Context: an optimization exercise on an open-source flow, tuned for small area. The choices shown serve that exercise and are no tape-out recipe. The RTL was checked by simulation tests, not by an equivalence proof against the original design. No activity file was given, so power comes from the tool's default toggle rates.

== v28 ==
==> flow/design.v <==
module imu_rca #(
    parameter integer W = 8
) (
    input  wire [W-1:0] a,
    input  wire [W-1:0] b,
    input  wire         ci,
    output wire [W-1:0] s,
    output wire         co
);
    wire [W:0] c;
    assign c[0] = ci;
    genvar i;
    generate
        for (i = 0; i < W; i = i + 1) begin : g_bit
            assign s[i]   = a[i] ^ b[i] ^ c[i];
            assign c[i+1] = (a[i] & b[i]) | (c[i] & (a[i] ^ b[i]));
        end
    endgenerate
    assign co = c[W];
endmodule
module imu_frame_decoder (
    input  wire        clk,
    input  wire        rst,         
    input  wire        in_valid,
    input  wire [7:0]  in_byte,
    input  wire [31:0] now,
    output reg  [1:0]  fstate,
    output wire [31:0] acc_x,
    output wire [31:0] acc_y,
    output wire [31:0] acc_z,
    output wire [31:0] gyro_x,
    output wire [31:0] gyro_y,
    output wire [31:0] gyro_z,
    output wire [31:0] angle_x,
    output wire [31:0] angle_y,
    output wire [31:0] angle_z,
    output wire [31:0] mag_x,
    output wire [31:0] mag_y,
    output wire [31:0] mag_z,
    output wire [31:0] temp,
    output reg  [15:0] version,
    output reg  [31:0] ts,
    output reg         valid,
    output reg  [31:0] wd_last
);
    localparam [1:0] S_IDLE        = 2'd0;
    localparam [1:0] S_RECEIVING   = 2'd1;
    localparam [1:0] S_FRAME_READY = 2'd2;
    localparam [1:0] S_FRAME_ERROR = 2'd3;
    reg  [3:0] cnt;         
    reg  [7:0] csum;        
    reg  [7:0] lo, hi;      
    reg        t_known;     
    reg  [1:0] t_idx;       
    wire recv     = (fstate == S_RECEIVING);
    wire acc_byte = in_valid && !rst;
    wire at_tag   = recv && (cnt == 4'd1);
    wire at_end   = recv && (cnt == 4'd10);
    wire good     = acc_byte && at_end && (csum == in_byte);
    wire is_gyro  = (t_idx == 2'd1);
    wire is_ang   = (t_idx == 2'd2);
    wire        tmode = (cnt == 4'd10);
    wire [15:0] raw   = {lo, hi};
    wire [16:0] v;
    imu_rca #(.W(17)) u_off (.a({raw[15], raw}), .b(tmode ? 17'd12325 : 17'd0),
                             .ci(1'b0), .s(v), .co());
    wire        sgn   = v[16];
    wire [15:0] m;
    imu_rca #(.W(16)) u_abs (.a(v[15:0] ^ {16{sgn}}), .b(16'd0), .ci(sgn),
                             .s(m), .co());
    wire        s3 = (m[15:8] == 8'd0);
    wire [15:0] m1 = s3 ? {m[7:0], 8'd0} : m;
    wire        s2 = (m1[15:12] == 4'd0);
    wire [15:0] m2 = s2 ? {m1[11:0], 4'd0} : m1;
    wire        s1 = (m2[15:14] == 2'd0);
    wire [15:0] m3 = s1 ? {m2[13:0], 2'd0} : m2;
    wire        s0 = !m3[15];
    wire [15:0] x  = s0 ? {m3[14:0], 1'b0} : m3;
    wire  [3:0] p  = ~{s3, s2, s1, s0};           
    wire        nz = x[15];
    wire [17:0] x3;
    assign x3[0] = x[0];
    imu_rca #(.W(16)) u_x3 (.a({1'b0, x[15:1]}), .b(x), .ci(1'b0),
                            .s(x3[16:1]), .co(x3[17]));
    wire  [7:0] y4h;
    imu_rca #(.W(8)) u_y4 (.a(x3[17:10]), .b(8'd0), .ci(1'b1), .s(y4h), .co());
    wire [17:0] qs;
    imu_rca #(.W(18)) u_q (.a(x3), .b({8'd0, y4h, x3[9:8]}), .ci(1'b0),
                           .s(qs), .co());
    wire  [9:0] q  = qs[17:8];
    wire  [7:0] r;
    imu_rca #(.W(8)) u_r (.a(x3[7:0]), .b(q[7:0]), .ci(1'b0), .s(r), .co());
    wire [25:0] fa = tmode  ? {q, r, r} :
                     is_ang ? {x3, 8'd0} : {x, 10'd0};
    wire [25:0] fb = tmode   ? {25'h1ffffff, ~q[9]} :
                     is_gyro ? {5'd0, x3, 3'd0} :
                     is_ang  ? {4'd0, x3, 4'd0} : 26'd0;
    wire [25:0] d;
    imu_rca #(.W(26)) u_d (.a(fa), .b(~fb), .ci(1'b1), .s(d), .co());
    wire        bb   = d[25];
    wire [22:0] mant = bb ? d[24:2] : d[23:1];
    wire  [7:0] base = tmode   ? 8'd118 :
                       is_gyro ? 8'd122 :
                       is_ang  ? 8'd119 :
                       (t_idx == 2'd0) ? 8'd115 : 8'd126;
    wire  [7:0] esum;
    imu_rca #(.W(8)) u_e (.a(base), .b({4'd0, p}), .ci(bb), .s(esum), .co());
    wire  [7:0] e    = nz ? esum : 8'd0;
    wire [29:0] cf = {sgn, e[7], e[6], e[3:0], mant};
    reg  [27:0] st0_n, st1_n, st2_n;
    reg  [20:0] acc_r0, acc_r1, acc_r2;
    reg  [27:0] gyro_r0, gyro_r1, gyro_r2;
    reg  [26:0] ang_r0, ang_r1, ang_r2;
    reg  [20:0] mag_r0, mag_r1, mag_r2;
    reg  [29:0] temp_r;
    function [31:0] expand28;    
        input [27:0] c;
        expand28 = {c[27:26], c[25], c[25], c[25:21], c[20:0], 2'b00};
    endfunction
    assign acc_x   = expand28({acc_r0, 7'd0});
    assign acc_y   = expand28({acc_r1, 7'd0});
    assign acc_z   = expand28({acc_r2, 7'd0});
    assign gyro_x  = expand28(gyro_r0);
    assign gyro_y  = expand28(gyro_r1);
    assign gyro_z  = expand28(gyro_r2);
    assign angle_x = expand28({ang_r0, 1'b0});
    assign angle_y = expand28({ang_r1, 1'b0});
    assign angle_z = expand28({ang_r2, 1'b0});
    assign mag_x   = expand28({mag_r0, 7'd0});
    assign mag_y   = expand28({mag_r1, 7'd0});
    assign mag_z   = expand28({mag_r2, 7'd0});
    assign temp    = {temp_r[29:28], temp_r[27], temp_r[27], temp_r[27:0]};
    wire ld_acc  = good && t_known && (t_idx == 2'd0);
    wire ld_gyro = good && t_known && (t_idx == 2'd1);
    wire ld_ang  = good && t_known && (t_idx == 2'd2);
    wire ld_mag  = good && t_known && (t_idx == 2'd3);
    wire        nr   = !rst;
    wire [27:0] g0   = ~(st0_n | {28{rst}});
    wire [27:0] g1   = ~(st1_n | {28{rst}});
    wire [27:0] g2   = ~(st2_n | {28{rst}});
    wire [29:0] gcf  = cf  & {30{nr}};
    wire [31:0] gnow = now & {32{nr}};
    wire [15:0] gver = {lo, hi} & {16{nr}};
    wire [3:0] cnt_inc;
    imu_rca #(.W(4)) u_cnt (.a(cnt), .b(4'd0), .ci(1'b1), .s(cnt_inc), .co());
    wire [7:0] csum_nx;
    imu_rca #(.W(8)) u_cs (.a(recv ? csum : 8'd0), .b(in_byte), .ci(1'b0),
                           .s(csum_nx), .co());
    always @(posedge clk) begin
        if (in_valid) begin
            lo   <= in_byte;
            hi   <= lo;
            csum <= csum_nx;
            cnt  <= recv ? cnt_inc : 4'd1;
            if (at_tag) begin
                t_known <= (in_byte[7:3] == 5'b01010) &&
                           (in_byte[2:0] != 3'd0) && (in_byte[2:0] <= 3'd4);
                t_idx   <= in_byte[1:0] - 2'd1;
            end
            if (recv && cnt == 4'd4) st0_n <= ~cf[29:2];
            if (recv && cnt == 4'd6) st1_n <= ~cf[29:2];
            if (recv && cnt == 4'd8) st2_n <= ~cf[29:2];
        end
    end
    always @(posedge clk) begin
        if (rst)
            fstate <= S_IDLE;
        else if (in_valid) begin
            if (recv) begin
                if (cnt == 4'd10)
                    fstate <= (csum == in_byte) ? S_FRAME_READY : S_FRAME_ERROR;
            end else
                fstate <= (in_byte == 8'h55) ? S_RECEIVING : S_IDLE;
        end
    end
    always @(posedge clk) begin
        if (good || rst)
            wd_last <= gnow;
        if ((good && t_known) || rst) begin
            ts    <= gnow;
            valid <= nr;
        end
        if (ld_acc || rst) begin
            acc_r0 <= g0[27:7]; acc_r1 <= g1[27:7]; acc_r2 <= g2[27:7];
        end
        if (ld_gyro || rst) begin
            gyro_r0 <= g0; gyro_r1 <= g1; gyro_r2 <= g2;
        end
        if (ld_ang || rst) begin
            ang_r0 <= g0[27:1]; ang_r1 <= g1[27:1]; ang_r2 <= g2[27:1];
            version <= gver;
        end
        if (ld_mag || rst) begin
            mag_r0 <= g0[27:7]; mag_r1 <= g1[27:7]; mag_r2 <= g2[27:7];
        end
        if (ld_acc || ld_mag || rst)
            temp_r <= gcf;
    end
endmodule
==> flow/config.mk <==
export PLATFORM = sky130hd
export DESIGN_NAME = imu_frame_decoder
export DESIGN_NICKNAME = imu_frame_decoder
export VERILOG_FILES = /design/flow/design.v
export SDC_FILE = /design/flow/constraint.sdc
export NUM_CORES = 4
export LEC_CHECK = 0
export CAP_MARGIN = 20
export CORE_MARGIN = 2
export CORE_UTILIZATION = 30
export SLEW_MARGIN = 20
==> flow/constraint.sdc <==
create_clock -name core_clock -period 70.0 [get_ports {clk}]
set_input_delay 14.0000 -clock core_clock [delete_from_list [all_inputs] [get_ports {clk}]]
set_output_delay 14.0000 -clock core_clock [all_outputs]
set_load 0.01 [all_outputs]
standard.sh (not shown) runs the stock make flow with config.mk's settings and CLKGATE_MAP_FILE= SYNTH_SCRIPT=/design/flow/synth_recipe.tcl, a recipe that flattens the netlist after the stock synthesis.
==> flow/flow/run.sh <==
#!/bin/bash
# The standard layout (standard.sh), with:
#  - the standard synthesis unchanged, then its combinational logic re-mapped
#    by ABC with a stronger area script (flow/reabc.sh; registers, adders and
#    tie cells keep their instances, names and cell types);
#  - input/output port buffers made of buf_1 cells;
#  - a clock tree of clkbuf_4 cells without dummy loads.
# Each tool's full output goes to a log file in this folder.
set -euo pipefail
R=orfs/results/${FLOW_PLATFORM}/imu_frame_decoder/base
LIB=${FLOW_HOME}/platforms/${FLOW_PLATFORM}/lib/sky130_fd_sc_hd__tt_025C_1v80.lib
KNOBS=("BUFFER_PORTS_ARGS=-buffer_cell sky130_fd_sc_hd__buf_1" "SKIP_REPAIR_TIE_FANOUT=1"
       "CTS_ARGS=-sink_clustering_enable -repair_clock_nets -dont_use_dummy_load -buf_list sky130_fd_sc_hd__clkbuf_4 -sink_clustering_size 8 -sink_clustering_max_diameter 40")
bash standard.sh "${KNOBS[@]}" synth > log_synth_make.log 2>&1
cp "$R/1_2_yosys.v" "$R/1_2_yosys_standard.v"
bash flow/reabc.sh "$LIB" "$R/1_2_yosys_standard.v" "$R/1_2_yosys.v" "$FLOW_TOP" "$PWD/log_reabc_yosys.log"
rm -f "$R/1_synth.odb" "$R/1_synth.sdc"
bash standard.sh "${KNOBS[@]}" finish > log_flow_make.log 2>&1
==> flow/flow/reabc.sh <==
#!/bin/bash
# Re-map the combinational logic of a mapped netlist with a stronger ABC area
# script.  Flip-flops, full/half adders and tie cells stay as they are (same
# instances, names and cell types); everything else is re-optimised.
# usage: reabc.sh LIB IN.v OUT.v TOP LOG
set -euo pipefail
LIB=$1; IN=$2; OUT=$3; TOP=$4; LOG=$5
KEEP=$(grep -o '^ *sky130_fd_sc_hd__[a-z0-9_]*' "$IN" | sed 's/ //g' | sort -u \
       | grep -E '__(e?dfx|dfr|dfs|dfb|sdf|sedf|dl|fa_|ha_|fah|conb)' | tr '\n' ' ')
DONT=$(grep -o 'cell *( *"\?sky130_fd_sc_hd__[a-z0-9_]*' "$LIB" | sed 's/.*\(sky130_fd_sc_hd__\)/\1/' \
       | grep -E '__(lpflow|probe)' | sort -u | sed 's/^/-dont_use /' | tr '\n' ' ')
cat > reabc.ys <<EOY
read_liberty -ignore_miss_func $LIB
read_verilog -sv $IN
hierarchy -top $TOP
blackbox $KEEP
flatten
opt -purge
abc -liberty $LIB $DONT -script +strash;dch;map,-a;mfs2;strash;dch;map,-a;topo;dnsize
opt_clean -purge
setundef -zero
hilomap -singleton -hicell sky130_fd_sc_hd__conb_1 HI -locell sky130_fd_sc_hd__conb_1 LO
insbuf -buf sky130_fd_sc_hd__buf_4 A X
splitnets
opt_clean -purge
check
stat -liberty $LIB
write_verilog -noexpr -nohex -nodec -noattr $OUT
EOY
yosys -l "$LOG" -q reabc.ys > /dev/null
In summary, v28 completed successfully, with a layout that passed the timing, design-rule and antenna checks.
Modified inputs, v21 compared to v28
Settings: a change of SLEW_MARGIN from 20 to 5; a change of CORE_UTILIZATION from 30 to 55; an added ABC_AREA of 1; a change of CAP_MARGIN from 20 to 5.
[summary]
v21 | status: complete | timing, DRC, antenna: pass. Going from v28 to v21, final critical-path setup slack moved up; critical path depth moved down; area used by multi-input combinational logic moved down; routed wire length moved down; placement row count moved down.
Here is what was changed in the inputs of v58 compared with v21.
Settings: CORE_UTILIZATION changed from 55 to 30; CAP_MARGIN changed from 5 to 20; SLEW_MARGIN changed from 5 to 20; ABC_AREA removed (was 1).
diff --git a/flow/flow/run.sh b/flow/flow/run.sh
--- a/flow/flow/run.sh
+++ b/flow/flow/run.sh
@@ -10,5 +10,5 @@
 R=orfs/results/${FLOW_PLATFORM}/imu_frame_decoder/base
 LIB=${FLOW_HOME}/platforms/${FLOW_PLATFORM}/lib/sky130_fd_sc_hd__tt_025C_1v80.lib
-KNOBS=("BUFFER_PORTS_ARGS=-buffer_cell sky130_fd_sc_hd__buf_1" "SKIP_REPAIR_TIE_FANOUT=1"
+KNOBS=("BUFFER_PORTS_ARGS=-buffer_cell sky130_fd_sc_hd__buf_1"
        "CTS_ARGS=-sink_clustering_enable -repair_clock_nets -dont_use_dummy_load -buf_list sky130_fd_sc_hd__clkbuf_4 -sink_clustering_size 8 -sink_clustering_max_diameter 40")
 bash standard.sh "${KNOBS[@]}" synth > log_synth_make.log 2>&1
Findings:
In v58, the wire length came out about 15% above the value in v21.
Comparing the two runs side by side, v58 comes out behind v21 on net switching component of the power.
The effective utilization at floorplan in v58 sits 26 points below the value recorded for v21.
| worst setup margin | v58 vs v21 | worse |
Clock network fraction of design power: v58 and v21 compared, lower one is v21
Comparing v21 against v58, there is no change at all in count of antenna-violating nets left after detailed routing.
## Diff of input files: v51 against v58
Settings: ABC_AREA: unset -> 1; CORE_UTILIZATION: 30 -> 70.
diff --git a/flow/flow/run.sh b/flow/flow/run.sh
--- a/flow/flow/run.sh
+++ b/flow/flow/run.sh
@@ -10,5 +10,5 @@
 R=orfs/results/${FLOW_PLATFORM}/imu_frame_decoder/base
 LIB=${FLOW_HOME}/platforms/${FLOW_PLATFORM}/lib/sky130_fd_sc_hd__tt_025C_1v80.lib
-KNOBS=("BUFFER_PORTS_ARGS=-buffer_cell sky130_fd_sc_hd__buf_1"
+KNOBS=("BUFFER_PORTS_ARGS=-buffer_cell sky130_fd_sc_hd__buf_1" "SKIP_REPAIR_TIE_FANOUT=1"
        "CTS_ARGS=-sink_clustering_enable -repair_clock_nets -dont_use_dummy_load -buf_list sky130_fd_sc_hd__clkbuf_4 -sink_clustering_size 8 -sink_clustering_max_diameter 40")
 bash standard.sh "${KNOBS[@]}" synth > log_synth_make.log 2>&1
[summary]
- The lower die outline height came out of v51.
- Count of final hold-check violations: v58 vs v51 identical
- Worst hold-check slack for v51 is higher than for v58.
- On post-CTS setup buffer count, v58 and v51 are neck and neck.
- From v51 to v58, hold buffer count at cts did not move at all.
- v51: share of cell area taken by flip-flops and latches is 3.2 points higher than what v58 reported.
- Sequential power is higher on v51
- Total power: v51 below v58
- Taking v51 as 1.0, v58 lands at 1.3 on cell count.
- Worst setup slack in v51 is 0.073 ns below v58.
- On period utilization, v58 and v51 are basically level.
Here is what was changed in the inputs of v9 compared with v51.
Settings: swapping 70 for 55 in CORE_UTILIZATION.
==> comparison <==
Across v51 and v9, the outcome is the same: a clean finish for every run. Cmp v51 and v9 / area of the die / higher: v9. Summary of the comparison: critical path data arrival time is lower in v9, relative to v51. Re maximum buffer depth of the clock tree: no difference whatsoever between v51 and v9. Diff v51 -> v9: smallest setup slack after layout now sits higher; proportion of final cell area spent on non-clock buffers now sits at about the same level; number of cells on the worst reg-to-reg path now sits lower; combinational group power now sits at about the same level. In terms of clock network contribution to total cell area, v9 and v51 differ only marginally. Summary: cell area, v9 worse than v51.

afterwards: timing with drivers on the ports:
The flow's constraints put no driver on any port. The routed layouts listed below were extracted and timed again, unchanged, in two steps.
Step 1 sets driving cells, clkbuf_16 on the clock port and buf_2 on the other inputs (assumed; they add their load-dependent delay and slew).
Step 2, shift: input delay + t, output delay - t, t = (earliest + latest rising clock arrival at the registers) / 2. This alone moves slack from input paths to output paths.
Slacks: ideal / step 1 / step 2; pairs: ideal / step 1.
run | shift t [ns] | slack for setup (ns) | worst setup path after step 2 | worst data-port slew with drivers (ns)
v28 | 0.845 | 39.709 / 39.709 / 39.709 | register to register | 0.07
v21 | 0.781 | 40.408 / 40.408 / 40.408 | register to register | 0.05
v58 | 0.858 | 39.412 / 39.412 / 39.412 | register to register | 0.08
v51 | 0.747 | 39.340 / 39.340 / 39.340 | register to register | 0.06
v9 | 0.781 | 40.408 / 40.408 / 40.408 | register to register | 0.05
After both steps every run listed still meets setup and hold.
